What follows belongs to an exercise in optimizing a design on an open flow for a short achievable clock period, few clock cycles and low power; a production flow would make more cautious choices.
At most, simulation tests tie the RTL to the original design; equivalence was not proved.
Function not checked in runs 1 to 5: the RTL went through the layout flow alone.
No activity file was given, so power comes from the tool's default toggle rates.

File: run.sh
#!/bin/bash
# synth_recipe.tcl (not shown) runs the flow's synth.tcl, then flattens the netlist and writes it again
# the make line also repeats each setting of config.mk as NAME=value (left out here)
make -C /OpenROAD-flow-scripts/flow DESIGN_CONFIG=/design/flow/config.mk WORK_HOME=/design/flow/orfs CLKGATE_MAP_FILE= SYNTH_SCRIPT=/design/flow/synth_recipe.tcl finish
File: config.mk
export PLATFORM = sky130hd
export DESIGN_NAME = e20_core
export DESIGN_NICKNAME = e20_core
export VERILOG_FILES = /design/flow/design.v
export SDC_FILE = /design/flow/constraint.sdc
export NUM_CORES = 4
export LEC_CHECK = 0
export ABC_CLOCK_PERIOD_IN_PS = 3000
export CAP_MARGIN = 20
export CORE_MARGIN = 2
export CORE_UTILIZATION = 40
export CTS_BUF_LIST = sky130_fd_sc_hd__clkbuf_16
export CTS_CLUSTER_DIAMETER = 100
export CTS_CLUSTER_SIZE = 20
export PLACE_DENSITY = 0.6
export SETUP_SLACK_MARGIN = 3.0
export SLEW_MARGIN = 20
File: constraint.sdc
create_clock -name core_clock -period 8.0 [get_ports {clk}]
set_input_delay 1.6000 -clock core_clock [delete_from_list [all_inputs] [get_ports {clk}]]
set_output_delay 1.6000 -clock core_clock [all_outputs]
set_load 0.01 [all_outputs]
File: design.v
module e20_core (
    input  wire        clk,
    input  wire        rst,          
    output reg         mem_req,
    output reg         mem_we,
    output reg  [12:0] mem_addr,
    output wire [15:0] mem_wdata,
    input  wire        mem_gnt,
    input  wire        mem_rvalid,
    input  wire [15:0] mem_rdata,
    output reg         halted
);
    localparam [2:0] OP_RRR  = 3'b000, OP_ADDI = 3'b001, OP_J   = 3'b010,
                     OP_JAL  = 3'b011, OP_LW   = 3'b100, OP_SW  = 3'b101,
                     OP_JEQ  = 3'b110, OP_SLTI = 3'b111;
    localparam [3:0] F_ADD = 4'b0000, F_SUB = 4'b0001, F_OR = 4'b0010,
                     F_AND = 4'b0011, F_SLT = 4'b0100, F_JR = 4'b1000;
    reg [15:0] regs [1:7];
    reg [12:0] pc;         
    reg        req_data;   
    reg [2:0]  q_v, q_ld, q_dr;
    reg        st_q;       
    reg [2:0]  st_s;       
    reg        ld_pend;    
    reg [2:0]  ld_d;       
    wire acc       = mem_req & mem_gnt;
    wire acc_read  = acc & ~mem_we;
    wire acc_fetch = acc & ~req_data;
    wire data_wait = mem_req & req_data & ~mem_gnt;    
    wire resp_ld   = mem_rvalid & q_ld[0];
    wire resp_ins  = mem_rvalid & ~q_ld[0] & ~q_dr[0];    
    wire [12:0] npc = pc + 13'd1;
    wire smc = st_q & ((mem_addr == pc) | (mem_addr == npc) | (mem_addr == pc + 13'd2));
    assign mem_wdata = (st_s == 3'd0) ? 16'd0 : regs[st_s];
    wire        ivalid = resp_ins & ~halted & ~smc;
    wire [15:0] ir     = mem_rdata;
    wire [2:0]  op     = ir[15:13];
    wire [2:0]  ra     = ir[12:10];
    wire [2:0]  rb     = ir[9:7];
    wire [2:0]  rd_rrr = ir[6:4];
    wire [3:0]  func   = ir[3:0];
    wire [6:0]  imm7   = ir[6:0];
    wire [12:0] imm13  = ir[12:0];
    wire [15:0] simm   = {{9{imm7[6]}}, imm7};
    wire [15:0] va = (ra == 3'd0) ? 16'd0 : regs[ra];
    wire [15:0] vb = (rb == 3'd0) ? 16'd0 : regs[rb];
    wire [12:0] ea  = va[12:0] + simm[12:0];
    wire is_rrr  = (op == OP_RRR);
    wire is_lw   = (op == OP_LW);
    wire is_sw   = (op == OP_SW);
    wire is_j    = (op == OP_J);
    wire is_jal  = (op == OP_JAL);
    wire is_jeq  = (op == OP_JEQ);
    wire is_jr   = is_rrr & (func == F_JR);
    wire is_halt = is_j & (imm13 == pc);
    reg        wr;
    reg [2:0]  dst;
    reg [15:0] res;
    always @(*) begin
        wr  = 1'b0;
        dst = rb;
        res = va + simm;
        case (op)
            OP_RRR: begin
                dst = rd_rrr;
                wr  = (func[3:1] == 3'b000) | (func[3:1] == 3'b001) | (func == F_SLT);
                case (func)
                    F_ADD:   res = va + vb;
                    F_SUB:   res = va - vb;
                    F_OR:    res = va | vb;
                    F_AND:   res = va & vb;
                    default: res = {15'd0, va < vb};
                endcase
            end
            OP_ADDI: wr = 1'b1;
            OP_SLTI: begin wr = 1'b1; res = {15'd0, va < simm}; end
            OP_JAL:  begin wr = 1'b1; dst = 3'd7; res = {3'd0, npc}; end
            default: ;
        endcase
    end
    wire wr_nz = wr & (dst != 3'd0);
    wire rd_a = ~(is_j | is_jal);
    wire rd_b = is_rrr | is_sw | is_jeq;
    wire ld_hit = ld_pend & ((rd_a & ra == ld_d) | (rd_b & rb == ld_d) |
                             (wr_nz & dst == ld_d));
    wire stall = ld_hit
               | (resp_ld & wr_nz)                          
               | data_wait
               | (is_lw & ld_pend & ~resp_ld)
               | (is_halt & data_wait);
    wire exec = ivalid & ~stall;
    wire        eq      = (va == vb);
    wire [12:0] br_tgt  = npc + simm[12:0];
    wire        tk_jeq  = is_jeq & eq & (imm7 != 7'd0);
    wire        tk_j    = (is_j | is_jal) & (imm13 != npc) & ~is_halt;
    wire        tk_jr   = is_jr & (va[12:0] != npc);
    reg  [12:0] tgt;
    always @(*) begin
        if (is_jeq)     tgt = br_tgt;
        else if (is_jr) tgt = va[12:0];
        else            tgt = imm13;
    end
    wire taken = exec & (tk_jeq | tk_j | tk_jr);
    wire refetch  = (resp_ins & stall & ~halted) | smc;
    wire redirect = taken | refetch;
    wire [1:0]  n_live = {1'b0, q_v[0] & ~q_ld[0] & ~q_dr[0]}
                       + {1'b0, q_v[1] & ~q_ld[1] & ~q_dr[1]}
                       + {1'b0, q_v[2] & ~q_ld[2] & ~q_dr[2]}
                       + {1'b0, acc_fetch};
    wire [12:0] fa_n = taken ? tgt : refetch ? pc : pc + {11'd0, n_live};
    wire mem_go  = exec & (is_sw | (is_lw & rb != 3'd0));
    wire halt_go = exec & is_halt;
    wire       pop  = mem_rvalid;
    wire [2:0] s_v  = pop ? {1'b0, q_v[2:1]}  : q_v;
    wire [2:0] s_ld = pop ? {1'b0, q_ld[2:1]} : q_ld;
    wire [2:0] s_dr = (pop ? {1'b0, q_dr[2:1]} : q_dr) | ({3{redirect}} & ~s_ld);
    wire [2:0] slot = ~s_v & {s_v[1:0], 1'b1};        
    wire [2:0] push = {3{acc_read}} & slot;
    wire       can_fetch = ~s_v[1] & ~(s_v[0] & acc_read);
    wire [15:0] rf_wd = resp_ld ? mem_rdata : res;
    wire [2:0]  rf_wa = resp_ld ? ld_d : dst;
    wire        rf_wr = resp_ld | (exec & wr_nz);
    wire [7:0]  rf_we = {8{rf_wr}} & (8'd1 << rf_wa);
    integer i;
    always @(posedge clk) begin
        if (rst) begin
            mem_req   <= 1'b1;
            mem_we    <= 1'b0;
            mem_addr  <= 13'd0;
            req_data  <= 1'b0;
            halted    <= 1'b0;
            pc        <= 13'd0;
            q_v <= 3'd0; q_ld <= 3'd0; q_dr <= 3'd0;
            ld_pend   <= 1'b0;
            ld_d      <= 3'd0;
            st_q      <= 1'b0;
            st_s      <= 3'd0;
            for (i = 1; i < 8; i = i + 1)
                regs[i] <= 16'd0;
        end else begin
            for (i = 1; i < 8; i = i + 1)
                if (rf_we[i]) regs[i] <= rf_wd;
            if (resp_ld) ld_pend <= 1'b0;
            if (exec & is_lw & rb != 3'd0) begin
                ld_pend <= 1'b1;
                ld_d    <= rb;
            end
            if (exec) pc <= taken ? tgt : npc;
            if (halt_go) halted <= 1'b1;
            st_q <= exec & is_sw;
            q_v  <= s_v | push;
            q_ld <= (s_ld & ~push) | (push & {3{req_data}});
            q_dr <= (s_dr & ~push) | (push & {3{redirect & ~req_data}});
            if (mem_go) begin
                mem_req   <= 1'b1;
                mem_we    <= is_sw;
                mem_addr  <= ea;
                st_s      <= rb;
                req_data  <= 1'b1;
            end else if (data_wait) begin
            end else if (halt_go | halted) begin
                mem_req   <= 1'b0;
                req_data  <= 1'b0;
            end else begin
                mem_req   <= can_fetch;
                mem_we    <= 1'b0;
                mem_addr  <= fa_n;
                req_data  <= 1'b0;
            end
        end
    end
endmodule
==> impl_metrics.toml, run 1 <==
[cts]
cts_made_buffers = 17
htreeDepth = 4
cts_tree = "built"
cts_root_buffer = "clkbuf_16"
insertion_delay_ps = 470
clockBufferDepth = 2
cts.sinks = 159
clk_pin_slew_ps = 70

[placement]
dpl.hpwl_um = 45700
dp.cells = 2483
gp_routability_congestion = 0.970
dp_slack_ps = 1010
io_buffers = 51

[min_path]
min_path_type = "register to register"

[synthesis]
synth_nets = 2139
syn_area_um2 = 16200
synth_edf_count = 0
synth_cell_types = 106
ys_ff_latch = 159
postSynthAreaPerCell_um2 = 8.07
ys_seq_area_share_pct = 19.6
yosys_warnings = 18
synth_flop_cell = "dfxtp_1"
syn-instance-count = 2011
ys_async_sr_fraction_pct = 0

[die]
die_width_um = 205
chipHeight_um = 205
core_area_um2 = 39900
start_util_pct = 40.7
ios = 52
placementRows = 73
die_area_um2 = 42200

[timing]
worstMarginPinSlew_ps = 1130
timing.final.ws_setup_ps = 2980
min_period_ps = 5020
setup_tns_ps = 0
fin_skew_ps = 14.6
slew_headroom_pct = 24.3
setup_violations = 0
period_share_pct = 62.7
drv_slew = 0
rsz0062_at_grt = "true"
fmax_ghz = 0.199
hold_viol_final = 0

[finish]
drive_above_1_share_pct = 21.4
layout_commonest_cell = "nor2_1"
final_cell_mix = "nor2_1, dfxtp_1, mux2i_1"
nets = 2200
area_delta_synth_final_pct = 22.7
diodes = 0
final_cell_count_no_fill = 2610

[setup_path]
cp_cell_sequence = "buf_6 > inv_4 > nor3_1 > a221oi_2 > buf_4 > ha_4 > o21bai_1 > a2111oi_4 > o21ai_2 > a221oi_4 > buf_4 > o21ai_1 > a32oi_1 > a21oi_1 > o211ai_1 > buf_4 > mux2i_1"
cp_top_family = "compound AO/OA/AOI/OAI gates"
crit_top_cell = "buf_4"
crit_fanout = 27
max_stage_delay_ps = 590
cp-end-kind = "register"
cp_data_required_time_ps = 8360
cp.arrival_ps = 5370
cp-start-kind = "input port"
path_buf_inv = 5
cpMaxStageDelayCell = "nor3_1"
crit_type = "input port to register"

[power]
p_leak_uw = 0.00745
power.density_nw_per_um2 = 135
irDropWorstVdd_mv = 0.199

[grt]
antenna_found_initial = 1
grt_pass1_wl_um = 97100
grt_overflow = 0
grt_start_max_net_pins = 107
track_usage_pct = 30.3
grt_pass1_vias = 15400

[detailed_routing]
remaining_drc_errors = 0
drt_iter0_drc = 1661
viasPerCell = 6.35
wl_per_cell_um = 24.9
ant_nets = 0
drtPass1Iterations = 5
dr_total_vias = 16600
routed_wl_um = 65100

[run]
maxCapViolCount = 0

[outcome]
status = "no timing/DRC/antenna violations"
-- metrics by stage --
step                util [%]  hold slack (ps)  instance area, um^2  total power (uW)
floorplan                  -              452                16500              1420
global placement        43.0              474                17200              1660
detailed placement      43.1              483                17200              1660
CTS                     47.8              493                19100              2610
global route            49.9              514                19900              2780
finish                  49.9              490                19900              2690
-- worst register-to-register path, delay by kind of cell, from the launching register on --
kind                     cells  cell delay, ps
adder cells (fa/ha/maj)      2             800
XOR/XNOR                     1             490
buffers and inverters        1             160
AND/OR/NAND/NOR              6            2010
AO/OA/AOI/OAI                2             710
flip-flops                   1             530
-- path summary, 6_finish.rpt --
| path | from | endpoint | slack (ps) | cells after the start |
|---|---|---|---|---|
| worst max-delay path | mem_rdata[7] | regs[3][11] | 2980 | 17 |
| worst min-delay path | regs[6][10] | regs[6][10] | 490 | 2 |
| worst max register to register | pc[1] | pc[0] | 3240 | 12 |
| worst min register to register | regs[6][10] | regs[6][10] | 490 | 2 |
-- report_power, final --
| group | leakage (uW) | switching, uW | internal [uW] |
|---|---|---|---|
| logic | 0.00588 | 578 | 395 |
| clock network | 0.000287 | 367 | 488 |
| registers | 0.00129 | 45.7 | 817 |
-- per-layer routing --
layer | wire length [um] | GRT usage (%)
met2 | 29200 | 47.5
met5 | 10 | 0
met4 | 2770 | 13.2
met3 | 5880 | 6.07
met1 | 27200 | 40.3
-- kinds of logic after synthesis --
logic type / count (synthesis) / share of synthesized area (%)
AOI/OAI and AO/OA: 519 / 22.4
xor gates and xnor gates: 110 / 6.16
adders and majority gates: 109 / 8.66
buffers and inverters: 251 / 6.94
DFF: 159 / 19.6
muxes: 227 / 16.4
and+or+nand+nor: 636 / 19.9
-- synth_stat cells (all sizes together), types with 9 or more instances --
master     n  area, um^2
nand2b    36         225
inv      103         387
nand2    148         558
nand3     44         225
xnor2     70         636
o21ai    107         558
nor3b     14         105
or4       13         101
a31oi     23         171
o21bai    10        75.1
nor2     188         711
a211oi    21         158
nor3      46         245
mux2i    155        1550
a22oi     22         165
mux2      46         522
nand4     22         165
dfxtp    159        3180
mux4      26         586
or2       14        87.6
a22o      11        96.3
nor2b     33         209
a2111oi    9        85.1
o31ai     18         140
or3       10        62.6
ha       102        1280
o32ai     10        87.6
a21oi    129         649
xor2      39         342
a221oi    41         384
a21o      14         105
nand3b    12        90.1
buf       73         458
o211ai    28         224
and3      10        62.6
nor4      20         168
clkbuf    75         282
and2      11        68.8
-- layout make-up --
class / instances / area (um^2)
clock buffers: 17 / 425
clock inverters: 15 / 170
fillers: 3709 / 20000
inverters: 103 / 397
multi-input cells: 1601 / 13000
flip-flops and latches: 159 / 3190
well taps: 525 / 657
repair buffers: 190 / 2050
-- flip-flops by register name, indices dropped and copies added (netlist names), 3 cells and up --
register  flops
pc           13
q_v           3
regs        112
q_dr          3
mem_addr     13
st_s          3
ld_d          3
q_ld          3
-- what timing repair did --
item,in CTS,in global routing
hold buffers,0,0
setup endpoints to repair,149,120
cloned,5,1
setup buffers,42,47
pin swaps,27,44
resized for setup,139,94
==> run 2, diff against run 1 <==
--- a/config.mk
+++ b/config.mk
@@ -7,3 +7,3 @@
 export LEC_CHECK = 0
-export ABC_CLOCK_PERIOD_IN_PS = 3000
+export ABC_CLOCK_PERIOD_IN_PS = 2500
 export CAP_MARGIN = 20
@@ -15,3 +15,3 @@
 export PLACE_DENSITY = 0.6
-export SETUP_SLACK_MARGIN = 3.0
+export SETUP_SLACK_MARGIN = 3.5
 export SLEW_MARGIN = 20
==> run 2 against run 1 <==
First-iteration DRC count is 17% higher. Still clean. Via count is 2.8% higher. Combinational power is 6% higher. Utilization is 2.1 points higher. Setup slack better by 37 ps. Critical path type unchanged. Non-clock buffer count is 33 higher. Largest power group unchanged. Global-route usage is 0.60 points higher. Maximum frequency is 0.75% higher. Sequential cell count stayed put. Final area is 4.3% higher.
==> impl_metrics.toml, run 2 <==
[setup_path]
cp_data_required_time_ps = 8340
cp.arrival_ps = 5320
crit_fanout = 9
r2r_start = "pc[1]"
cp-end-kind = "register"
critPathLaunch = "mem_rdata[11]"
crit_type = "input port to register"
cp-start-kind = "input port"

[synthesis]
synth_most_common_cell = "nor2_1"
synth_top_area_share_pct = 19.6
yosys_warnings = 18
postSynthAreaPerCell_um2 = 8.07
synth_cell_types = 106
synthTopCellsByArea = "dfxtp_1, mux2i_1, ha_1"
ys_ff_latch = 159
ys_seq_area_share_pct = 19.6
synth.largest_area_cell = "dfxtp_1"
synth_flop_cell = "dfxtp_1"
ys_async_sr_fraction_pct = 0
syn_area_um2 = 16200
synth_common_cells = "nor2_1, dfxtp_1, mux2i_1"
synth_nets = 2139
synth_edf_count = 0
syn-instance-count = 2011

[grt]
grt_overflow = 0
grtUsageMet1_pct = 39.7
grt_pass1_wl_um = 99400
antenna_found_initial = 2
grt_pass1_vias = 16400
use_met2_pct = 49.8
busiest_layer = "met2"
track_usage_pct = 30.9
groute.layer.met3.usage_pct = 5.16
grt_start_max_net_pins = 86

[die]
die_width_um = 205
ios = 52
chipHeight_um = 205
start_util_pct = 40.7
placementRows = 73
core_area_um2 = 39900
die_area_um2 = 42200

[timing]
hold_viol_final = 0
slew_headroom_pct = 30.3
setup_tns_ps = 0
rsz0062_at_grt = "true"
drv_slew = 0
period_share_pct = 62.2
setup_violations = 0
fmax_ghz = 0.201
fin_skew_ps = 16.6
worstMarginPinSlew_ps = 1040
min_period_ps = 4980
holdWs_ps = 493

[placement]
gp_routability_congestion = 1.00
placed_cell_area_um2 = 17300
io_buffers = 51
dpl.hpwl_um = 45300

[detailed_routing]
routed_wl_um = 65800
drt_iter0_drc = 1938
remaining_drc_errors = 0
wl_per_cell_um = 24.9
viasPerCell = 6.44
drtPass1Iterations = 7
ant_nets = 0
dr_total_vias = 17000

[run]
maxCapViolCount = 0

[cts]
cts_root_buffer = "clkbuf_16"
cts_tree = "built"
insertion_delay_ps = 480
clockBufferDepth = 2
clk_pin_slew_ps = 70
cts_made_buffers = 17
cts.sinks = 159
htreeDepth = 4
cts_hold_buf = 0

[min_path]
min_path_type = "register to register"
worstHoldStart = "regs[3][15]"

[finish]
layout_commonest_cell = "nor2_1"
area_delta_synth_final_pct = 28.0
largest_register = "regs"
seq_area_um2 = 3190
drive_above_1_share_pct = 25.4
largest_reg_flops = 112
nets = 2237
fin_area_um2 = 20800
n_fill_cell = 3700
reg.largest.list = "regs (112), mem_addr (13), pc (13)"
diodes = 0
multi_input_area_um2 = 13500
final_cell_mix = "nor2_1, dfxtp_1, mux2i_1"
fin_util_pct = 52.1

[power]
p_leak_uw = 0.00783
finalPower_uw = 2790
irDropWorstVdd_mv = 0.165
power.density_nw_per_um2 = 134

[outcome]
status = "no timing/DRC/antenna violations"
==> run 2: cell counts after synthesis <==
Identical to the previous run, type by type.
==> run 2: timing repair <==
action	CTS	global route
hold endpoints to repair	0	0
resized for setup	259	83
pin swaps	84	50
gates cloned	9	0
setup endpoints to repair	168	155
buffers inserted	109	12
==> run 2: final timing paths <==
path | cells after the start | slack (ps) | end
setup / recovery | 19 | 3020 | regs[5][12]
hold / removal | 2 | 490 | regs[3][15]
setup reg to reg | 13 | 3520 | pc[4]
hold reg to reg | 2 | 490 | regs[3][15]
==> run 2: routing by layer <==
layer | part of all wire (%) | up-vias | routed length, um
li1 | - | 7567 | -
met1 | 41 | 8337 | 27300
met2 | 45 | 915 | 29700
met3 | 8.2 | 217 | 5400
met4 | 5.2 | 2 | 3420
met5 | 0.018 | - | 12
==> run 2: layout make-up <==
cell class	count	share of cell area, %
inverter	103	1.96
clock inverter	15	0.915
tap	525	3.16
sequential	159	15.3
clock buffer	17	2.05
timing repair buffer	223	11.6
multi-input combinational	1605	65.0
==> run 2: stage by stage <==
stage	setup WS, ps	cells
final	3020	2647
after detailed placement	1120	2485
after floorplan	2680	2011
after global routing	2870	2647
after CTS	3100	2635
after global placement	1330	2485
==> run 2: critical path, cell delays in order <==
cell and delay (ps):
buf_16 130, buf_16 140, buf_12 130, mux2_4 290, a221o_1 350, and2_4 180, inv_1 80, ha_4 190
inv_1 120, or4_4 550, o211ai_1 190, a31o_2 210, buf_4 110, mux2i_1 80, xnor2_1 160, a221o_1 400
o211ai_1 140, buf_4 180, o21ai_1 70
==> run 2: kinds of logic (layout without fill, tap and decap cells) <==
family	after synthesis	after routing	share of synthesized area [%]
AND/OR/NAND/NOR	636	639	19.9
XOR/XNOR	110	110	6.16
adder cells (fa/ha/maj)	109	109	8.66
flip-flops	159	159	19.6
buffers and inverters	251	358	6.94
AO/OA/AOI/OAI	519	520	22.4
multiplexers	227	227	16.4
==> run 2: power by group <==
group | switching [uW] | internal, uW | leakage, uW
Combinational | 593 | 437 | 0.00624
Sequential | 46.0 | 817 | 0.00129
Clock | 381 | 520 | 0.000306
==> run 3, diff against run 2 <==
--- a/config.mk
+++ b/config.mk
@@ -7,6 +7,6 @@
 export LEC_CHECK = 0
-export ABC_CLOCK_PERIOD_IN_PS = 2500
+export ABC_CLOCK_PERIOD_IN_PS = 3000
 export CAP_MARGIN = 20
 export CORE_MARGIN = 2
-export CORE_UTILIZATION = 40
+export CORE_UTILIZATION = 55
 export CTS_BUF_LIST = sky130_fd_sc_hd__clkbuf_16
@@ -14,4 +14,4 @@
 export CTS_CLUSTER_SIZE = 20
-export PLACE_DENSITY = 0.6
-export SETUP_SLACK_MARGIN = 3.5
+export PLACE_DENSITY = 0.75
+export SETUP_SLACK_MARGIN = 3.0
 export SLEW_MARGIN = 20
==> run 3 against run 2 <==
Sequential power hardly changed. Final area is 4.7% lower. Combinational power is 5% lower. Maximum frequency is 2.5% lower. Still clean.
==> impl_metrics.toml, run 3 <==
[timing]
fin_skew_ps = 12.7
fmax_ghz = 0.196
slew_headroom_pct = 17.4
min_period_ps = 5110
worstMarginPinSlew_ps = 1240
setup_violations = 0
rsz0062_at_grt = "true"
drv_slew = 0
period_share_pct = 63.8
setup_tns_ps = 0
hold_viol_final = 0
holdWs_ps = 494

[finish]
layout_commonest_cell = "nor2_1"
reg.largest.list = "regs (112), mem_addr (13), pc (13)"
fin_util_pct = 68.6
area_delta_synth_final_pct = 21.9
n_fill_cell = 2243
seq_area_um2 = 3190
nets = 2195
largest_register = "regs"
final_cell_mix = "nor2_1, dfxtp_1, mux2i_1"
multi_input_area_um2 = 13200
largest_reg_flops = 112
drive_above_1_share_pct = 21.5

[setup_path]
cp_data_required_time_ps = 8310
cp-start-kind = "input port"
path_buf_inv = 4
crit_type = "input port to register"
cp-end-kind = "register"
cp.arrival_ps = 5420
crit_fanout = 7
max_stage_delay_ps = 410
cpMaxStageDelayCell = "fa_2"
cp_cell_sequence = "buf_16 > buf_12 > mux2i_1 > o21ai_1 > nand2_1 > o21ai_2 > a21oi_1 > nor2b_1 > a221oi_4 > inv_2 > fa_2 > o21bai_4 > a211oi_4 > o31ai_4 > a221oi_2 > o31ai_2 > mux2i_1 > o211ai_1 > a221oi_4 > buf_12 > o32ai_2"
cp_top_family = "compound AO/OA/AOI/OAI gates"

[die]
die_area_um2 = 30900
placementRows = 62
start_util_pct = 56.3
ios = 52
chipHeight_um = 176
die_width_um = 176
core_area_um2 = 28900

[run]
maxCapViolCount = 0

[detailed_routing]
ant_nets = 0
wl_per_cell_um = 25.9
viasPerCell = 7.05
drtPass1Iterations = 8
routed_wl_um = 63700
dr_total_vias = 17400
drt_iter0_drc = 2780
remaining_drc_errors = 0

[power]
seq_power_share_pct = 32.3
power.density_nw_per_um2 = 135
irDropWorstVdd_mv = 0.180
p_leak_uw = 0.00747
power_switching_uw = 982
internal_power_uw = 1700
combPwrFrac_pct = 36.5
p_clk_share_pct = 31.1
swShare_pct = 36.6

[grt]
grt_start_max_net_pins = 75
track_usage_pct = 39.2
grt_overflow = 0
grt_pass1_vias = 16100
grt_pass1_wl_um = 93600
antenna_found_initial = 1

[synthesis]
syn_area_um2 = 16200
synth_nets = 2139
synthTopCellsByArea = "dfxtp_1, mux2i_1, ha_1"
synth_common_cells = "nor2_1, dfxtp_1, mux2i_1"
synth_cell_types = 106
synth.largest_area_cell = "dfxtp_1"
postSynthAreaPerCell_um2 = 8.07
ys_ff_latch = 159
ys_async_sr_fraction_pct = 0
synth_flop_cell = "dfxtp_1"
ys_seq_area_share_pct = 19.6
synth_top_area_share_pct = 19.6
yosys_warnings = 18
synth_edf_count = 0
synth_most_common_cell = "nor2_1"
syn-instance-count = 2011

[cts]
cts.sinks = 159
htreeDepth = 4
clockBufferDepth = 2
insertion_delay_ps = 470
clk_pin_slew_ps = 70
cts_made_buffers = 17
cts_tree = "built"
cts_hold_buf = 0
cts_root_buffer = "clkbuf_16"

[placement]
io_buffers = 51
dpl.hpwl_um = 42500
gp_routability_congestion = 1.01

[outcome]
status = "no timing/DRC/antenna violations"

[min_path]
min_path_type = "register to register"
==> run 3: cell counts after synthesis <==
Identical to the previous run, type by type.
==> run 3: cell type report <==
class / count / share of cell area, %
multi-input combinational: 1603 / 66.5
tap: 384 / 2.43
clock buffer: 17 / 2.15
inverter: 103 / 2.03
antenna: 1 / 0.0126
sequential: 159 / 16.1
timing repair buffer: 183 / 10.0
clock inverter: 14 / 0.771
==> run 3: final timing paths <==
path,from,end,slack [ps],cells past startpoint
min,q_dr[2],q_dr[2],490,2
max reg2reg,pc[0],regs[5][6],3320,12
min reg2reg,q_dr[2],q_dr[2],490,2
max,mem_rdata[8],regs[1][14],2890,21
==> run 3: cells by family after synthesis <==
logic type / synth area share, %
fa+ha+maj: 8.66
buf+inv: 6.94
mux: 16.4
flops: 19.6
compound gates: 22.4
simple gates: 19.9
xor+xnor: 6.16
==> run 3: layer usage <==
| layer | up-vias | wire [um] | track usage, % |
|---|---|---|---|
| li1 | 7473 | - | - |
| met1 | 8147 | 24000 | 51.2 |
| met2 | 1378 | 27300 | 59.3 |
| met3 | 380 | 8100 | 10.4 |
| met4 | 0 | 4320 | 20.5 |
| met5 | - | 0 | 0 |
==> run 3: timing repair <==
| item | CTS | global route |
|---|---|---|
| gates resized for setup | 151 | 103 |
| cloned | 5 | 5 |
| endpoints found under the setup margin | 148 | 133 |
| setup buffers | 45 | 44 |
| pin swaps | 39 | 30 |
==> run 3: stage by stage <==
step | area (um^2) | worst slack (ps) | power [uW] | instances
finish | 19800 | 2890 | 2680 | 2464
global route | 19800 | 2800 | 2760 | 2464
CTS | 18800 | 2990 | 2570 | 2414
detailed placement | 16900 | 1110 | 1650 | 2333
global placement | 16900 | 1360 | 1630 | 2333
floorplan | 16500 | 2680 | 1420 | 2011
==> run 3: worst min-delay path, stage by stage (launching register included) <==
cell,delay [ps]
dfxtp_1,330
nand3_1,70
o31ai_1,50
==> run 3: power by group through the flow <==
stage,logic (uW),clock network [uW],registers (uW)
floorplan,569,0,855
global placement,755,0,878
detailed placement,766,0,879
CTS,872,833,862
global route,1020,865,867
finish,979,834,866
==> run 4, diff against run 3 <==
--- a/config.mk
+++ b/config.mk
@@ -10,7 +10,7 @@
 export CORE_MARGIN = 2
-export CORE_UTILIZATION = 55
+export CORE_UTILIZATION = 40
 export CTS_BUF_LIST = sky130_fd_sc_hd__clkbuf_16
-export CTS_CLUSTER_DIAMETER = 100
-export CTS_CLUSTER_SIZE = 20
-export PLACE_DENSITY = 0.75
+export CTS_CLUSTER_DIAMETER = 70
+export CTS_CLUSTER_SIZE = 28
+export PLACE_DENSITY = 0.6
 export SETUP_SLACK_MARGIN = 3.0
==> run 4 against run 3 <==
Clock skew increased by 1.9 ps. Worst hold slack got worse by 4.0 ps. Count of clock-buffer cells in the layout unchanged. Non-clock buffer count increased by 7. Final cell count increased by 5.9%. Die area increased by 37%. Wire length increased by 2.1%. Via count decreased by 4.6%. Sequential share of layout area decreased by 0.097 points. Critical endpoint is now regs[3][11].
==> impl_metrics.toml, run 4 <==
[timing]
slew_headroom_pct = 24.3
min_period_ps = 5020
fin_skew_ps = 14.6
worstMarginPinSlew_ps = 1130
rsz0062_at_grt = "true"
fmax_ghz = 0.199
drv_slew = 0
setup_violations = 0
period_share_pct = 62.7
setup_tns_ps = 0
hold_viol_final = 0

[finish]
reg.largest.list = "regs (112), mem_addr (13), pc (13)"
fin_area_um2 = 19900
layout_commonest_cell = "nor2_1"
largest_register = "regs"
largest_reg_flops = 112
final_cell_mix = "nor2_1, dfxtp_1, mux2i_1"
diodes = 0
nets = 2200
area_delta_synth_final_pct = 22.7
drive_above_1_share_pct = 21.4
n_fill_cell = 3709

[setup_path]
crit_type = "input port to register"
cp_data_required_time_ps = 8360
r2r_slack_ps = 3240
r2r_start = "pc[1]"
cp-start-kind = "input port"
max_stage_delay_ps = 590
cp-end-kind = "register"
crit_fanout = 27
crit_top_cell = "buf_4"
cpMaxStageDelayCell = "nor3_1"
r2r-end = "pc[0]"
rr_worst_depth = 12
cp.arrival_ps = 5370
cp_cell_sequence = "buf_6 > inv_4 > nor3_1 > a221oi_2 > buf_4 > ha_4 > o21bai_1 > a2111oi_4 > o21ai_2 > a221oi_4 > buf_4 > o21ai_1 > a32oi_1 > a21oi_1 > o211ai_1 > buf_4 > mux2i_1"

[die]
core_area_um2 = 39900
placementRows = 73
die_width_um = 205
die_area_um2 = 42200
chipHeight_um = 205
start_util_pct = 40.7
ios = 52

[synthesis]
ys_seq_area_share_pct = 19.6
syn_area_um2 = 16200
synth.largest_area_cell = "dfxtp_1"
synth_flop_cell = "dfxtp_1"
synth_nets = 2139
yosys_warnings = 18
synth_common_cells = "nor2_1, dfxtp_1, mux2i_1"
synthTopCellsByArea = "dfxtp_1, mux2i_1, ha_1"
synth_most_common_cell = "nor2_1"
ys_ff_latch = 159
postSynthAreaPerCell_um2 = 8.07
synth_edf_count = 0
ys_async_sr_fraction_pct = 0
syn-instance-count = 2011
synth_top_area_share_pct = 19.6
synth_cell_types = 106

[grt]
antenna_found_initial = 1
grt_start_max_net_pins = 107
track_usage_pct = 30.3
grt_overflow = 0
grtUsageMet1_pct = 40.3
grt_pass1_vias = 15400
use_met2_pct = 47.5
grt_pass1_wl_um = 97100
busiest_layer = "met2"
groute.layer.met3.usage_pct = 6.07

[cts]
htreeDepth = 4
clk_pin_slew_ps = 70
cts_hold_buf = 0
cts_made_buffers = 17
cts.sinks = 159
clockBufferDepth = 2
insertion_delay_ps = 470
cts_root_buffer = "clkbuf_16"
cts_tree = "built"

[power]
power.density_nw_per_um2 = 135
p_leak_uw = 0.00745
irDropWorstVdd_mv = 0.199

[min_path]
min_path_type = "register to register"
worstHoldPathCells = 2
worstHoldStart = "regs[6][10]"
hold_end = "regs[6][10]"

[detailed_routing]
viasPerCell = 6.35
dr_total_vias = 16600
remaining_drc_errors = 0
drtPass1Iterations = 5
wl_per_cell_um = 24.9
drt_iter0_drc = 1661
routed_wl_um = 65100
ant_nets = 0

[outcome]
status = "no timing/DRC/antenna violations"

[placement]
io_buffers = 51
gp_routability_congestion = 0.970
placed_cell_area_um2 = 17200
dpl.hpwl_um = 45700

[run]
maxCapViolCount = 0
-- run 4: cell counts after synthesis --
No cell type changed its count.
-- run 4: how the worst max path moves through the flow --
stage                             end  slack, ps          start  cells after the start
after detailed placement  mem_addr[8]       1010   mem_rdata[7]                     12
after global placement    mem_addr[8]       1080   mem_rdata[7]                     12
after CTS                 regs[6][11]       2980  mem_rdata[12]                     18
after global routing      regs[6][11]       2880  mem_rdata[11]                     18
final                     regs[3][11]       2980   mem_rdata[7]                     17
after floorplan                 pc[4]       2680  mem_rdata[11]                     19
-- run 4: timing repair --
| item | CTS | global route |
|---|---|---|
| endpoints found under the setup margin | 149 | 120 |
| cloned | 5 | 1 |
| gates resized for setup | 139 | 94 |
| setup buffers | 42 | 47 |
| pin swaps | 27 | 44 |
-- run 4: metal layers --
layer | part of all wire (%) | wire length, um
met4 | 4.3 | 2770
met2 | 45 | 29200
met3 | 9.0 | 5880
met1 | 42 | 27200
met5 | 0.015 | 10
-- run 4: worst max-delay path, delay by kind of cell --
kind	cells	cell delay [ps]
multiplexers	1	90
buffers and inverters	5	950
AND/OR/NAND/NOR	1	590
adder cells (fa/ha/maj)	1	280
AO/OA/AOI/OAI	9	1850
-- run 4: cell type report --
type	count	area (um^2)	share of cell area (%)
timing repair buffer	190	2050	10.3
clock buffer	17	425	2.13
clock inverter	15	170	0.854
sequential	159	3190	16.0
inverter	103	397	1.99
tap	525	657	3.30
multi-input combinational	1601	13000	65.5
-- run 4: cells by family after synthesis --
kind of cell    Yosys count  share of synthesized area, %
simple gates            636                          19.9
flops                   159                          19.6
buf+inv                 251                          6.94
xor+xnor                110                          6.16
mux                     227                          16.4
fa+ha+maj               109                          8.66
compound gates          519                          22.4
-- run 4: power breakdown --
part	leakage, uW	total, uW	switching, uW	internal [uW]
combinational	0.00588	973	578	395
clock	0.000287	854	367	488
sequential	0.00129	862	45.7	817
-- run 4: metrics by stage --
step,total power [uW],hold WS [ps],utilization (%),worst slack (ps),std cells
after floorplan,1420,452,-,2680,2011
after global placement,1660,474,43.0,1080,2478
after detailed placement,1660,483,43.1,1010,2483
after CTS,2610,493,47.8,2980,2562
after global routing,2780,514,49.9,2880,2610
final,2690,490,49.9,2980,2610
==> run 5, diff against run 4 <==
--- a/config.mk
+++ b/config.mk
@@ -12,4 +12,4 @@
 export CTS_BUF_LIST = sky130_fd_sc_hd__clkbuf_16
-export CTS_CLUSTER_DIAMETER = 70
-export CTS_CLUSTER_SIZE = 28
+export CTS_CLUSTER_DIAMETER = 200
+export CTS_CLUSTER_SIZE = 24
 export PLACE_DENSITY = 0.6
==> run 5 against run 4 <==
Still clean. Die area unchanged. Wire length unchanged. First-iteration DRC count unchanged. Maximum frequency unchanged. Non-clock buffer count stayed put. Clock power barely moved. Global-route usage did not move. Critical path type unchanged.
==> impl_metrics.toml, run 5 <==
[cts]
cts_hold_buf = 0
cts.sinks = 159
cts_tree = "built"
clockBufferDepth = 2
clk_pin_slew_ps = 70
cts_root_buffer = "clkbuf_16"
htreeDepth = 4
cts_made_buffers = 17
insertion_delay_ps = 470

[finish]
reg.largest.list = "regs (112), mem_addr (13), pc (13)"
layout_commonest_cell = "nor2_1"
area_delta_synth_final_pct = 22.7
seq_area_um2 = 3190
largest_register = "regs"
diodes = 0
n_fill_cell = 3709
drive_above_1_share_pct = 21.4
multi_input_area_um2 = 13000
nets = 2200
final_cell_mix = "nor2_1, dfxtp_1, mux2i_1"
largest_reg_flops = 112

[grt]
grt_start_max_net_pins = 107
track_usage_pct = 30.3
grt_overflow = 0
antenna_found_initial = 1
grt_pass1_vias = 15400
grt_pass1_wl_um = 97100

[synthesis]
yosys_warnings = 18
synth_flop_cell = "dfxtp_1"
synth_most_common_cell = "nor2_1"
synth_edf_count = 0
synth.largest_area_cell = "dfxtp_1"
synth_top_area_share_pct = 19.6
synth_cell_types = 106
synth_common_cells = "nor2_1, dfxtp_1, mux2i_1"
syn_area_um2 = 16200
ys_seq_area_share_pct = 19.6
syn-instance-count = 2011
ys_ff_latch = 159
postSynthAreaPerCell_um2 = 8.07
ys_async_sr_fraction_pct = 0
synth_nets = 2139
synthTopCellsByArea = "dfxtp_1, mux2i_1, ha_1"

[die]
core_area_um2 = 39900
start_util_pct = 40.7
ios = 52
die_area_um2 = 42200
die_width_um = 205
chipHeight_um = 205
placementRows = 73

[min_path]
hold_end = "regs[6][10]"
worstHoldPathCells = 2
min_path_type = "register to register"
worstHoldStart = "regs[6][10]"

[setup_path]
cp_top_family = "compound AO/OA/AOI/OAI gates"
critPathLaunch = "mem_rdata[7]"
cp_data_required_time_ps = 8360
max_stage_delay_ps = 590
crit_type = "input port to register"
cpMaxStageDelayCell = "nor3_1"
cp-start-kind = "input port"
cp_cell_sequence = "buf_6 > inv_4 > nor3_1 > a221oi_2 > buf_4 > ha_4 > o21bai_1 > a2111oi_4 > o21ai_2 > a221oi_4 > buf_4 > o21ai_1 > a32oi_1 > a21oi_1 > o211ai_1 > buf_4 > mux2i_1"
r2r-end = "pc[0]"
crit_fanout = 27
cp.arrival_ps = 5370
cp-end-kind = "register"
path_buf_inv = 5
r2r_start = "pc[1]"
crit_top_cell = "buf_4"
rr_worst_depth = 12
r2r_slack_ps = 3240

[detailed_routing]
wl_per_cell_um = 24.9
drtPass1Iterations = 5
viasPerCell = 6.35
dr_total_vias = 16600
remaining_drc_errors = 0
routed_wl_um = 65100
ant_nets = 0
drt_iter0_drc = 1661

[timing]
fin_skew_ps = 14.6
period_share_pct = 62.7
rsz0062_at_grt = "true"
drv_slew = 0
slew_headroom_pct = 24.3
setup_violations = 0
hold_viol_final = 0
setup_tns_ps = 0
fmax_ghz = 0.199
worstMarginPinSlew_ps = 1130
min_period_ps = 5020

[power]
power.density_nw_per_um2 = 135
finalPower_uw = 2690
irDropWorstVdd_mv = 0.199
p_leak_uw = 0.00745

[placement]
dpl.hpwl_um = 45700
io_buffers = 51
gp_routability_congestion = 0.970

[outcome]
status = "no timing/DRC/antenna violations"

[run]
maxCapViolCount = 0
-- run 5: cell counts after synthesis --
No cell type changed its count.
-- run 5: stage by stage --
stage               hold slack [ps]  std cells  utilization (%)  cell area [um^2]  setup WS (ps)
global placement                474       2478             43.0             17200           1080
floorplan                       452       2011                -             16500           2680
global route                    514       2610             49.9             19900           2880
finish                          490       2610             49.9             19900           2980
CTS                             493       2562             47.8             19100           2980
detailed placement              483       2483             43.1             17200           1010
-- run 5: tightest hold or removal path, delay by kind of cell (launching register included) --
family / cells / cell delay [ps]
mux: 1 / 50
flops: 1 / 330
simple gates: 1 / 60
-- run 5: cell families (layout without fill, tap and decap cells) --
family                   after synthesis  in the layout  share of synthesized area (%)
multiplexers                         227            227                           16.4
flip-flops                           159            159                           19.6
XOR/XNOR                             110            110                           6.16
adder cells (fa/ha/maj)              109            109                           8.66
buffers and inverters                251            325                           6.94
AND/OR/NAND/NOR                      636            636                           19.9
AO/OA/AOI/OAI                        519            519                           22.4
-- run 5: per-layer routing --
layer / part of all wire [%] / track usage, %
met3: 9.0 / 6.07
met1: 42 / 40.3
met5: 0.015 / 0
met4: 4.3 / 13.2
met2: 45 / 47.5
-- run 5: how the worst max path moves through the flow --
stage / endpoint / cells after the start
floorplan: pc[4] / 19
global placement: mem_addr[8] / 12
detailed placement: mem_addr[8] / 12
CTS: regs[6][11] / 18
global route: regs[6][11] / 18
finish: regs[3][11] / 17
-- run 5: report_power, final --
part           internal [uW]  switching (uW)  leakage [uW]  total [uW]
Clock                    488             367      0.000287         854
Sequential               817            45.7       0.00129         862
Combinational            395             578       0.00588         973
-- run 5: area by class of cell --
type / count / share of cell area (%)
Timing Repair Buffer: 190 / 10.3
Inverter: 103 / 1.99
Sequential cell: 159 / 16.0
Tap cell: 525 / 3.30
Clock inverter: 15 / 0.854
Clock buffer: 17 / 2.13
Multi-Input combinational cell: 1601 / 65.5
-- run 5: repair_timing --
| action | CTS | global route |
|---|---|---|
| endpoints found under the setup margin | 149 | 120 |
| hold endpoints to repair | 0 | 0 |
| setup buffers | 42 | 47 |
| gates resized for setup | 139 | 94 |
| gates cloned | 5 | 1 |
| pin swaps | 27 | 44 |
==> run 6, diff against run 5 <==
--- a/design.v
+++ b/design.v
@@ -32,3 +32,4 @@
     wire [12:0] npc = pc + 13'd1;
-    wire smc = st_q & ((mem_addr == pc) | (mem_addr == npc) | (mem_addr == pc + 13'd2));
+    wire [12:0] pc2 = pc + 13'd2;
+    wire smc = st_q & ((mem_addr[12:2] == pc[12:2]) | (mem_addr[12:2] == pc2[12:2]));
     assign mem_wdata = (st_s == 3'd0) ? 16'd0 : regs[st_s];
@@ -94,4 +95,4 @@
     wire        tk_jeq  = is_jeq & eq & (imm7 != 7'd0);
-    wire        tk_j    = (is_j | is_jal) & (imm13 != npc) & ~is_halt;
-    wire        tk_jr   = is_jr & (va[12:0] != npc);
+    wire        tk_j    = (is_j | is_jal) & ~is_halt;
+    wire        tk_jr   = is_jr;
     reg  [12:0] tgt;
--- a/config.mk
+++ b/config.mk
@@ -11,5 +11,3 @@
 export CORE_UTILIZATION = 40
-export CTS_BUF_LIST = sky130_fd_sc_hd__clkbuf_16
-export CTS_CLUSTER_DIAMETER = 200
-export CTS_CLUSTER_SIZE = 24
+export CTS_BUF_LIST = sky130_fd_sc_hd__clkbuf_4 sky130_fd_sc_hd__clkbuf_8
 export PLACE_DENSITY = 0.6
==> run 6 against run 5 <==
Critical path depth unchanged. Synthesized cell count shrank 6.5%. Largest cell class unchanged. Clock power down 22%. Total power shrank 13%.
==> impl_metrics.toml, run 6 <==
[power]
p_clk_share_pct = 28.4
internal_power_uw = 1460
p_leak_uw = 0.00665
irDropWorstVdd_mv = 0.131
combPwrFrac_pct = 34.7
seq_power_share_pct = 37.0
swShare_pct = 37.8
power.density_nw_per_um2 = 133
power_switching_uw = 885

[timing]
setup_violations = 0
setup_tns_ps = 0
rsz0062_at_grt = "true"
min_period_ps = 4950
fmax_ghz = 0.202
period_share_pct = 61.9
worstMarginPinSlew_ps = 1200
slew_headroom_pct = 19.3
hold_viol_final = 0
fin_skew_ps = 19.4
drv_slew = 0

[grt]
grt_overflow = 0
antenna_found_initial = 0
track_usage_pct = 28.4
grt_pass1_wl_um = 85300
grt_pass1_vias = 14000
grt_start_max_net_pins = 108

[setup_path]
cp-end-kind = "register"
cp_data_required_time_ps = 8430
cp-start-kind = "input port"
critPathLaunch = "mem_rdata[9]"
r2r_start = "pc[2]"
crit_fanout = 11
cp.arrival_ps = 5380
crit_type = "input port to register"

[cts]
clockBufferDepth = 2
cts_made_buffers = 17
cts_hold_buf = 0
cts.sinks = 159
htreeDepth = 4
cts_tree = "built"
insertion_delay_ps = 530
cts_root_buffer = "clkbuf_8"
clk_pin_slew_ps = 90

[synthesis]
syn-instance-count = 1880
synthTopCellsByArea = "dfxtp_1, ha_1, mux4_2"
synth_nets = 2008
synth_common_cells = "dfxtp_1, nor2_1, a21oi_1"
synth_top_area_share_pct = 20.9
postSynthAreaPerCell_um2 = 8.09
ys_ff_latch = 159
synth_flop_cell = "dfxtp_1"
synth_most_common_cell = "dfxtp_1"
synth_edf_count = 0
yosys_warnings = 18
syn_area_um2 = 15200
synth_cell_types = 106
synth.largest_area_cell = "dfxtp_1"
ys_async_sr_fraction_pct = 0
ys_seq_area_share_pct = 20.9

[die]
start_util_pct = 40.5
die_width_um = 199
chipHeight_um = 199
ios = 52
die_area_um2 = 39600
core_area_um2 = 37600
placementRows = 71

[placement]
io_buffers = 51
gp_routability_congestion = 0.992
dpl.hpwl_um = 39700

[finish]
largest_reg_flops = 112
area_delta_synth_final_pct = 15.9
largest_register = "regs"
multi_input_area_um2 = 11700
reg.largest.list = "regs (112), mem_addr (13), pc (13)"
diodes = 0
n_fill_cell = 3650
fin_util_pct = 46.9
final_cell_mix = "dfxtp_1, nor2_1, a21oi_1"
layout_commonest_cell = "dfxtp_1"
drive_above_1_share_pct = 18.9
nets = 1992
seq_area_um2 = 3180

[detailed_routing]
routed-wl-met3_um = 4400
drt-met1-wl_um = 24100
wl_per_cell_um = 23.8
routed_wl_um = 56900
dr_wl_met2_um = 25600
drt_iter0_drc = 1471
viasPerCell = 6.20
dr_total_vias = 14800
maxUsedRoutingLayer = "met4"
remaining_drc_errors = 0
ant_nets = 0
drtPass1Iterations = 6

[min_path]
min_path_type = "register to register"
worstHoldStart = "regs[5][5]"

[outcome]
status = "no timing/DRC/antenna violations"

[run]
maxCapViolCount = 0
## run 6: metal layers
metal,vias up,GRT usage [%]
met4,0,12.3
li1,6783,-
met1,7101,38.0
met3,184,4.54
met5,-,0
met2,744,45.2
## run 6: kinds of logic after synthesis
group,share of synthesized area (%)
adder cells (fa/ha/maj),9.18
XOR/XNOR,5.29
AND/OR/NAND/NOR,20.4
buffers and inverters,7.33
AO/OA/AOI/OAI,23.3
multiplexers,13.5
flip-flops,20.9
## run 6: cell type report
type                    count  area share [%]
multi-input cells        1477            66.4
clock buffers              20            1.56
repair buffers            109            7.45
inverters                 100            2.13
flip-flops and latches    159            18.1
well taps                 511            3.63
clock inverters            12           0.823
## run 6: worst max-delay path: stages
cell      delay (ps)
buf_16           130
buf_12           140
mux2_2           330
a22o_1           210
a221oi_4         450
ha_4             310
buf_4            150
o21a_1           180
o31ai_2          280
a211oi_1         110
o21ai_1          190
a21oi_1          100
o21ai_0          210
nand2_1          120
a21o_1           170
a311o_2          460
o21ai_0          200
## run 6: path summary, 6_finish.rpt
| kind | end | slack [ps] | depth (start not counted) |
|---|---|---|---|
| worst min register to register | regs[5][5] | 490 | 2 |
| worst max register to register | mem_addr[11] | 3780 | 15 |
| worst min-delay path | regs[5][5] | 490 | 2 |
| worst max-delay path | regs[1][11] | 3050 | 17 |
## run 6: power by group through the flow
| stage | registers (uW) | logic [uW] | clock network [uW] |
|---|---|---|---|
| after global routing | 870 | 870 | 707 |
| final | 866 | 811 | 664 |
| after global placement | 882 | 691 | 0 |
| after CTS | 864 | 741 | 677 |
| after floorplan | 861 | 508 | 0 |
| after detailed placement | 883 | 693 | 0 |
## run 6: timing repair
action / 4_1_cts / 5_1_grt
endpoints found under the setup margin: 143 / 108
setup buffers: 7 / 16
pin swaps: 9 / 21
gates cloned: 4 / 6
endpoints found under the hold margin: 0 / 0
gates resized for setup: 86 / 95
## run 6: metrics by stage
stage | setup WS (ps) | instances | instance area [um^2] | power (uW) | hold WS (ps)
2_1_floorplan | 3020 | 1880 | 15300 | 1370 | 450
3_3_place_gp | 1000 | 2322 | 15900 | 1570 | 463
3_5_place_dp | 1000 | 2322 | 15900 | 1580 | 472
4_1_cts | 3000 | 2365 | 16900 | 2280 | 489
5_1_grt | 2950 | 2388 | 17600 | 2450 | 518
6_report | 3050 | 2388 | 17600 | 2340 | 489
Testbench counts of run 6, summed over its fixed seeds: cycles 285,732.
==> run 7, diff against run 6 <==
--- a/config.mk
+++ b/config.mk
@@ -11,3 +11,3 @@
 export CORE_UTILIZATION = 40
-export CTS_BUF_LIST = sky130_fd_sc_hd__clkbuf_4 sky130_fd_sc_hd__clkbuf_8
+export CTS_BUF_LIST = sky130_fd_sc_hd__clkbuf_8
 export PLACE_DENSITY = 0.6
==> run 7 against run 6 <==
Non-clock buffer count unchanged. Still clean. Wire length unchanged. Combinational power about the same. Sequential cell count unchanged. Global-route usage unchanged. Area after synthesis unchanged. Largest power group unchanged. Critical path depth unchanged. Final area unchanged. Sequential power about the same. Clock skew unchanged.
==> impl_metrics.toml, run 7 <==
[outcome]
status = "no timing/DRC/antenna violations"

[synthesis]
synth_flop_cell = "dfxtp_1"
synth_most_common_cell = "dfxtp_1"
ys_async_sr_fraction_pct = 0
synth.largest_area_cell = "dfxtp_1"
synth_edf_count = 0
ys_ff_latch = 159
yosys_warnings = 18
synth_cell_types = 106
synth_nets = 2008
synth_top_area_share_pct = 20.9
synth_common_cells = "dfxtp_1, nor2_1, a21oi_1"
postSynthAreaPerCell_um2 = 8.09
syn-instance-count = 1880
synthTopCellsByArea = "dfxtp_1, ha_1, mux4_2"
ys_seq_area_share_pct = 20.9
syn_area_um2 = 15200

[min_path]
min_path_type = "register to register"
hold_end = "regs[5][5]"
worstHoldPathCells = 2
worstHoldStart = "regs[5][5]"

[timing]
drv_slew = 0
setup_violations = 0
slew_headroom_pct = 19.3
period_share_pct = 61.9
rsz0062_at_grt = "true"
fin_skew_ps = 19.4
fmax_ghz = 0.202
hold_viol_final = 0
holdWs_ps = 489
worstMarginPinSlew_ps = 1200
min_period_ps = 4950
setup_tns_ps = 0

[setup_path]
cp-start-kind = "input port"
rr_worst_depth = 15
r2r_slack_ps = 3780
critPathLaunch = "mem_rdata[9]"
cp_data_required_time_ps = 8430
r2r-end = "mem_addr[11]"
cp.arrival_ps = 5380
cp-end-kind = "register"
r2r_start = "pc[2]"
crit_fanout = 11
crit_type = "input port to register"

[power]
irDropWorstVdd_mv = 0.131
p_leak_uw = 0.00665
power.density_nw_per_um2 = 133

[placement]
io_buffers = 51
dpl.hpwl_um = 39700
gp_routability_congestion = 0.992

[detailed_routing]
drtPass1Iterations = 6
dr_total_vias = 14800
wl_per_cell_um = 23.8
routed_wl_um = 56900
viasPerCell = 6.20
drt_iter0_drc = 1471
remaining_drc_errors = 0
ant_nets = 0

[cts]
cts_hold_buf = 0
insertion_delay_ps = 530
cts_tree = "built"
cts.sinks = 159
clk_pin_slew_ps = 90
htreeDepth = 4
cts_root_buffer = "clkbuf_8"
cts_made_buffers = 17
clockBufferDepth = 2

[die]
ios = 52
chipHeight_um = 199
die_width_um = 199
die_area_um2 = 39600
start_util_pct = 40.5
core_area_um2 = 37600
placementRows = 71

[grt]
grt_pass1_wl_um = 85300
grt_start_max_net_pins = 108
grt_pass1_vias = 14000
antenna_found_initial = 0
grt_overflow = 0
track_usage_pct = 28.4

[finish]
area_delta_synth_final_pct = 15.9
layout_commonest_cell = "dfxtp_1"
largest_register = "regs"
nets = 1992
diodes = 0
reg.largest.list = "regs (112), mem_addr (13), pc (13)"
final_cell_mix = "dfxtp_1, nor2_1, a21oi_1"
drive_above_1_share_pct = 18.9
largest_reg_flops = 112

[run]
maxCapViolCount = 0
## run 7: cell counts after synthesis
Identical to the previous run, type by type.
## run 7: logic make-up (layout without fill, tap and decap cells)
kind of cell,count (synthesis),after routing,synth area share [%]
and+or+nand+nor,591,591,20.4
DFF,159,159,20.9
buffers and inverters,245,241,7.33
adders and majority gates,108,108,9.18
xor gates and xnor gates,88,88,5.29
muxes,151,151,13.5
AOI/OAI and AO/OA,538,539,23.3
## run 7: timing repair
action / CTS / global route
cloned: 4 / 6
gates resized for setup: 86 / 95
pin swaps: 9 / 21
endpoints found under the setup margin: 143 / 108
setup buffers: 7 / 16
## run 7: worst max-delay path by stage
| stage | cells after the start | slack, ps | endpoint |
|---|---|---|---|
| 3_5_place_dp | 18 | 1000 | regs[1][0] |
| 4_1_cts | 17 | 3000 | regs[2][12] |
| 3_3_place_gp | 18 | 1000 | regs[1][0] |
| 2_1_floorplan | 16 | 3020 | regs[1][13] |
| 6_report | 17 | 3050 | regs[1][11] |
| 5_1_grt | 17 | 2950 | regs[4][15] |
## run 7: per-layer routing
layer | track usage (%) | up-vias | routed length, um
met5 | 0 | - | 0
met4 | 12.3 | 0 | 2760
met3 | 4.54 | 184 | 4400
met2 | 45.2 | 744 | 25600
met1 | 38.0 | 7101 | 24100
li1 | - | 6783 | -
## run 7: area by class of cell
type	count	area (um^2)
Inverter	100	375
Fill cell	3650	19900
Clock inverter	12	145
Clock buffer	20	275
Tap cell	511	639
Timing Repair Buffer	109	1310
Sequential cell	159	3180
Multi-Input combinational cell	1477	11700
## run 7: power breakdown
part / total (uW) / switching [uW] / internal (uW)
logic: 811 / 483 / 328
clock network: 664 / 355 / 309
registers: 866 / 46.9 / 819
total: 2340 / 885 / 1460
## run 7: metrics by stage
step	util, %	cell area, um^2	std cells	power [uW]	setup WS [ps]
floorplan	-	15300	1880	1370	3020
global placement	42.2	15900	2322	1570	1000
detailed placement	42.2	15900	2322	1580	1000
CTS	45.0	16900	2365	2280	3000
global route	46.9	17600	2388	2450	2950
finish	46.9	17600	2388	2340	3050
## run 7: critical path, stage by stage
cell and delay [ps]:
buf_16 130, buf_12 140, mux2_2 330, a22o_1 210, a221oi_4 450, ha_4 310
buf_4 150, o21a_1 180, o31ai_2 280, a211oi_1 110, o21ai_1 190, a21oi_1 100
o21ai_0 210, nand2_1 120, a21o_1 170, a311o_2 460, o21ai_0 200
==> run 8, diff against run 7 <==
--- a/config.mk
+++ b/config.mk
@@ -7,2 +7,3 @@
 export LEC_CHECK = 0
+export ABC_AREA = 1
 export ABC_CLOCK_PERIOD_IN_PS = 3000
==> run 8 against run 7 <==
Largest cell class unchanged. Critical endpoint is now regs[2][4]. Global-route usage increased by 5.5 points. Clock power increased by 1%. Register-to-register slack improved by 140 ps. Sequential power increased by 1%. Clock skew decreased by 1.0 ps. Final cell count increased by 28%. Synthesized cell count increased by 32%. Critical path depth increased by 6. Final area increased by 2.5%. Non-clock buffer count increased by 73. First-iteration DRC count increased by 53%. Utilization increased by 2.3 points. Critical path type unchanged.
==> impl_metrics.toml, run 8 <==
[cts]
clk_pin_slew_ps = 100
cts_hold_buf = 0
insertion_delay_ps = 510
cts_root_buffer = "clkbuf_8"
clockBufferDepth = 2
cts_tree = "built"
cts.sinks = 159
htreeDepth = 4
cts_made_buffers = 17

[placement]
dpl.hpwl_um = 48900
gp_routability_congestion = 0.975
dp_slack_ps = 989
placed_cell_area_um2 = 15900
io_buffers = 51

[setup_path]
crit_type = "input port to register"
max_stage_delay_ps = 390
crit_fanout = 14
cp-start-kind = "input port"
rr_worst_depth = 20
r2r-end = "mem_addr[2]"
crit_top_cell = "nand2_1"
cp.arrival_ps = 5420
r2r_slack_ps = 3920
cp_top_family = "simple AND/OR/NAND/NOR gates"
cp_data_required_time_ps = 8390
cp_cell_sequence = "buf_8 > clkinvlp_4 > nand3_2 > buf_4 > o22ai_1 > nor3_1 > nand2_1 > nand3_2 > inv_2 > fa_2 > nand2_1 > nand2_1 > nand2_1 > nand2_2 > xor2_1 > o22ai_1 > o21ai_2 > o211ai_1 > a31oi_2 > buf_6 > nand2_1 > nand2_1 > a21oi_2"
cpMaxStageDelayCell = "fa_2"
r2r_start = "pc[2]"
path_buf_inv = 5
cp-end-kind = "register"

[min_path]
min_path_type = "register to register"
worstHoldStart = "regs[4][7]"
worstHoldPathCells = 2
hold_end = "regs[4][7]"

[synthesis]
synth_nets = 2605
syn_area_um2 = 14900
postSynthAreaPerCell_um2 = 6.03
ys_async_sr_fraction_pct = 0
ys_ff_latch = 159
synth_cell_types = 51
synth_flop_cell = "dfxtp_1"
synth_common_cells = "nand2_1, inv_1, nor2_1"
synth_edf_count = 0
synth_most_common_cell = "nand2_1"
synth_top_area_share_pct = 21.3
yosys_warnings = 18
synth.largest_area_cell = "dfxtp_1"
ys_seq_area_share_pct = 21.3
synthTopCellsByArea = "dfxtp_1, nand2_1, inv_1"
syn-instance-count = 2477

[power]
power_switching_uw = 1170
swShare_pct = 43.1
internal_power_uw = 1550
seq_power_share_pct = 32.3
p_clk_share_pct = 24.7
p_leak_uw = 0.00787
power.density_nw_per_um2 = 150
irDropWorstVdd_mv = 0.118
combPwrFrac_pct = 43.1

[detailed_routing]
drt_iter0_drc = 2249
ant_nets = 0
dr_total_vias = 18200
drtPass1Iterations = 6
viasPerCell = 5.97
remaining_drc_errors = 0
wl_per_cell_um = 22.1
routed_wl_um = 67500

[timing]
period_share_pct = 62.8
hold_viol_final = 0
setup_tns_ps = 0
timing.final.ws_setup_ps = 2970
setup_violations = 0
holdWs_ps = 471
fmax_ghz = 0.199
min_period_ps = 5030
slew_headroom_pct = 33.6
fin_skew_ps = 18.4
rsz0062_at_grt = "true"
worstMarginPinSlew_ps = 987
drv_slew = 0

[finish]
reg.largest.list = "regs (112), mem_addr (13), pc (13)"
n_fill_cell = 3867
fin_area_um2 = 18100
layout_commonest_cell = "nand2_1"
nets = 2705
area_delta_synth_final_pct = 20.9
largest_register = "regs"
largest_reg_flops = 112
drive_above_1_share_pct = 15.6
final_cell_mix = "nand2_1, inv_1, nor2_1"
diodes = 0
fin_util_pct = 49.2

[die]
start_util_pct = 40.7
placementRows = 70
ios = 52
die_area_um2 = 38900
core_area_um2 = 36700
die_width_um = 197
chipHeight_um = 197

[grt]
grt_start_max_net_pins = 93
track_usage_pct = 33.9
grt_overflow = 0
grt_pass1_vias = 16800
antenna_found_initial = 0
grt_pass1_wl_um = 101000

[outcome]
status = "no timing/DRC/antenna violations"

[run]
maxCapViolCount = 0
-- run 8: cell types whose count changed after synthesis, sizes merged, moves of 31 or more --
cell and change:
o22ai +142, mux4 -38, nor2b -37, nand3 +88
inv +280, nand2 +414, o21ai +31, buf -40
xnor2 -44, a21oi +46, mux2 -59, nand3b -58
nor2 +104, mux2i -54
-- run 8: cell families after synthesis --
logic type | count (synthesis) | share of synthesized area [%]
AOI/OAI and AO/OA | 601 | 22.9
adders and majority gates | 108 | 9.34
buffers and inverters | 487 | 12.9
xor gates and xnor gates | 54 | 3.17
and+or+nand+nor | 1068 | 30.5
DFF | 159 | 21.3
-- run 8: worst max-delay path by stage --
| stage | startpoint | cells past startpoint | slack [ps] | endpoint |
|---|---|---|---|---|
| 2_1_floorplan | mem_rdata[7] | 26 | 3000 | regs[6][13] |
| 3_3_place_gp | mem_rdata[10] | 23 | 920 | regs[3][8] |
| 3_5_place_dp | mem_rdata[10] | 23 | 990 | regs[4][8] |
| 4_1_cts | mem_rdata[12] | 23 | 2970 | regs[2][12] |
| 5_1_grt | mem_rdata[12] | 25 | 2920 | regs[7][13] |
| 6_report | mem_rdata[12] | 23 | 2970 | regs[2][4] |
-- run 8: cell type report --
cell class                 count  area, um^2  share of cell area (%)
tap                          468         586                    3.24
timing repair buffer         182        1580                    8.75
inverter                     383        1520                    8.42
multi-input combinational   1831       10800                    59.5
timing repair inverter         3        20.0                   0.111
clock inverter                15         188                    1.04
clock buffer                  17         234                    1.29
sequential                   159        3180                    17.6
-- run 8: routing by layer --
| layer | up-vias | GRT usage, % | part of all wire (%) |
|---|---|---|---|
| li1 | 8421 | - | - |
| met1 | 8515 | 44.2 | 41 |
| met2 | 1056 | 55.0 | 45 |
| met3 | 249 | 5.65 | 9.3 |
| met4 | 0 | 14.8 | 5.2 |
| met5 | - | 0 | 0 |
-- run 8: timing repair --
action | 4_1_cts | 5_1_grt
endpoints found under the setup margin | 141 | 138
pin swaps | 21 | 31
gates resized for setup | 151 | 152
cloned | 2 | 1
buffers inserted | 55 | 43
-- run 8: worst reg2reg max path: stages, from the launching register on --
cell,delay (ps)
dfxtp_1,670
ha_1,350
inv_1,110
nor2_1,290
nand2_1,100
nand3_1,100
nand2_1,60
nor2_1,120
nand3_1,90
o21bai_1,290
nand2_1,210
nand2_1,100
nor2_1,40
buf_4,210
nand2_1,100
buf_4,360
clkinvlp_4,270
buf_4,220
nand2_1,130
nand2_1,90
a21oi_1,110
-- run 8: through the flow --
stage	power [uW]	cells
finish	2720	3058
global route	2860	3058
CTS	2610	3014
detailed placement	1880	2925
global placement	1870	2925
floorplan	1530	2477
-- run 8: power groups by stage --
stage          sequential [uW]  combinational (uW)  clock (uW)
6_report                   877                1170         671
5_1_grt                    882                1270         706
4_1_cts                    875                1060         677
3_5_place_dp               894                 983           0
3_3_place_gp               893                 982           0
2_1_floorplan              875                 656           0
==> run 9, diff against run 8 <==
--- a/config.mk
+++ b/config.mk
@@ -7,4 +7,3 @@
 export LEC_CHECK = 0
-export ABC_AREA = 1
-export ABC_CLOCK_PERIOD_IN_PS = 3000
+export ABC_CLOCK_PERIOD_IN_PS = 3500
 export CAP_MARGIN = 20
@@ -14,3 +13,3 @@
 export PLACE_DENSITY = 0.6
-export SETUP_SLACK_MARGIN = 3.0
+export SETUP_SLACK_MARGIN = 2.5
 export SLEW_MARGIN = 20
==> run 9 against run 8 <==
Final area down 8.4%. Register-to-register slack got worse by 240 ps. Worst hold slack improved by 22 ps. Total power is 17% lower. Critical endpoint is now regs[4][7].
==> impl_metrics.toml, run 9 <==
[outcome]
status = "no timing/DRC/antenna violations"

[die]
start_util_pct = 40.5
die_area_um2 = 39600
die_width_um = 199
placementRows = 71
core_area_um2 = 37600
ios = 52
chipHeight_um = 199

[synthesis]
syn-instance-count = 1880
synthTopCellsByArea = "dfxtp_1, ha_1, mux4_2"
synth_common_cells = "dfxtp_1, nor2_1, a21oi_1"
synth_most_common_cell = "dfxtp_1"
syn_area_um2 = 15200
synth_edf_count = 0
ys_seq_area_share_pct = 20.9
synth_top_area_share_pct = 20.9
synth_cell_types = 106
synth_nets = 2008
postSynthAreaPerCell_um2 = 8.09
synth.largest_area_cell = "dfxtp_1"
ys_ff_latch = 159
ys_async_sr_fraction_pct = 0
yosys_warnings = 18
synth_flop_cell = "dfxtp_1"

[cts]
cts_made_buffers = 17
cts_tree = "built"
insertion_delay_ps = 520
clockBufferDepth = 2
cts_root_buffer = "clkbuf_8"
cts.sinks = 159
cts_hold_buf = 0
clk_pin_slew_ps = 100
htreeDepth = 4

[setup_path]
cp_data_required_time_ps = 8360
cp-end-kind = "register"
crit_type = "input port to register"
cp-start-kind = "input port"
cp.arrival_ps = 5810
crit_fanout = 34
rr_worst_depth = 14

[placement]
dpl.hpwl_um = 39400
gp_routability_congestion = 0.993
placed_cell_area_um2 = 15800
io_buffers = 51

[finish]
reg.largest.list = "regs (112), mem_addr (13), pc (13)"
largest_reg_flops = 112
n_fill_cell = 3805
area_delta_synth_final_pct = 8.82
layout_commonest_cell = "dfxtp_1"
nets = 1960
diodes = 0
seq_area_um2 = 3180
drive_above_1_share_pct = 14.3
largest_register = "regs"
multi_input_area_um2 = 11200
final_cell_mix = "dfxtp_1, nor2_1, a21oi_1"
fin_area_um2 = 16500

[grt]
track_usage_pct = 27.5
antenna_found_initial = 0
grt_overflow = 0
grt_pass1_wl_um = 83300
grt_start_max_net_pins = 78
grt_pass1_vias = 13800

[power]
irDropWorstVdd_mv = 0.132
power.density_nw_per_um2 = 136
p_leak_uw = 0.00623

[detailed_routing]
drtPass1Iterations = 6
wl_per_cell_um = 23.0
viasPerCell = 6.24
ant_nets = 0
remaining_drc_errors = 0
dr_total_vias = 14700
routed_wl_um = 54200
drt_iter0_drc = 1716

[timing]
rsz0062_at_grt = "true"
setup_violations = 0
drv_slew = 0
worstMarginPinSlew_ps = 1290
period_share_pct = 68.1
min_period_ps = 5450
fmax_ghz = 0.184
slew_headroom_pct = 13.0
fin_skew_ps = 19.8
setup_tns_ps = 0
hold_viol_final = 0

[run]
maxCapViolCount = 0

[min_path]
min_path_type = "register to register"
worstHoldPathCells = 2
==> run 9: area by class of cell <==
cell class                      count  share of cell area (%)
Clock buffer                       17                    1.41
Clock inverter                     15                    1.04
Inverter                          100                    2.27
Multi-Input combinational cell   1477                    67.7
Sequential cell                   159                    19.2
Tap cell                          511                    3.86
Timing Repair Buffer               77                    4.44
==> run 9: repair_timing <==
item                       4_1_cts  5_1_grt
hold endpoints to repair         0        0
setup buffers                    0        2
gates resized for setup         35       42
pin swaps                        0        4
cloned                           0        1
setup endpoints to repair      119       85
==> run 9: metal layers <==
layer	track usage, %	vias to the layer above	routed length, um
li1	-	6712	-
met1	37.7	7120	23700
met2	43.2	765	24400
met3	4.63	99	4620
met4	9.89	0	1540
met5	0	-	0
==> run 9: stage by stage <==
step	std cells	worst slack (ps)	power (uW)	util (%)	hold slack (ps)
2_1_floorplan	1880	2550	1360	-	450
6_report	2356	2550	2250	44.0	493
5_1_grt	2356	2440	2350	44.0	517
3_5_place_dp	2321	962	1570	42.0	476
4_1_cts	2353	2470	2230	43.4	490
3_3_place_gp	2321	1030	1570	42.0	473
==> run 9: final timing paths <==
check | startpoint | end | slack, ps
worst max register to register | regs[2][2] | regs[4][7] | 3680
worst min register to register | regs[5][5] | regs[5][5] | 490
worst max-delay path | mem_rdata[10] | regs[4][7] | 2550
worst min-delay path | regs[5][5] | regs[5][5] | 490
==> run 9: logic make-up (layout without fill, tap and decap cells) <==
logic type / Yosys count / count (layout) / share of synthesized area (%)
fa+ha+maj: 108 / 108 / 9.18
compound gates: 538 / 539 / 23.3
mux: 151 / 151 / 13.5
buf+inv: 245 / 209 / 7.33
xor+xnor: 88 / 88 / 5.29
flops: 159 / 159 / 20.9
simple gates: 591 / 591 / 20.4
==> run 9: critical path, cell delays in order <==
cell      delay (ps)
buf_4            270
buf_12           260
nor2_2           110
a221o_1          350
o21ai_0          110
buf_4            220
inv_1            140
ha_1             250
nor2b_1          140
o21ai_0          350
a31oi_2          250
buf_4            190
xnor2_1          400
o221ai_1         300
a211oi_1         290
or3_1            390
o21ai_0          130
==> run 9: where the power goes <==
part | switching [uW] | internal (uW) | leakage, uW
clock network | 364 | 286 | 0.000199
registers | 48.4 | 819 | 0.00129
logic | 453 | 279 | 0.00474

Check on run 9: ideal ports give 2.554 ns setup slack; a clkbuf_16 on the clock port and buf_2 on the inputs give 2.573 ns; moving port delays by the midpoint clock arrival (0.562 ns) as well gives 2.011 ns.
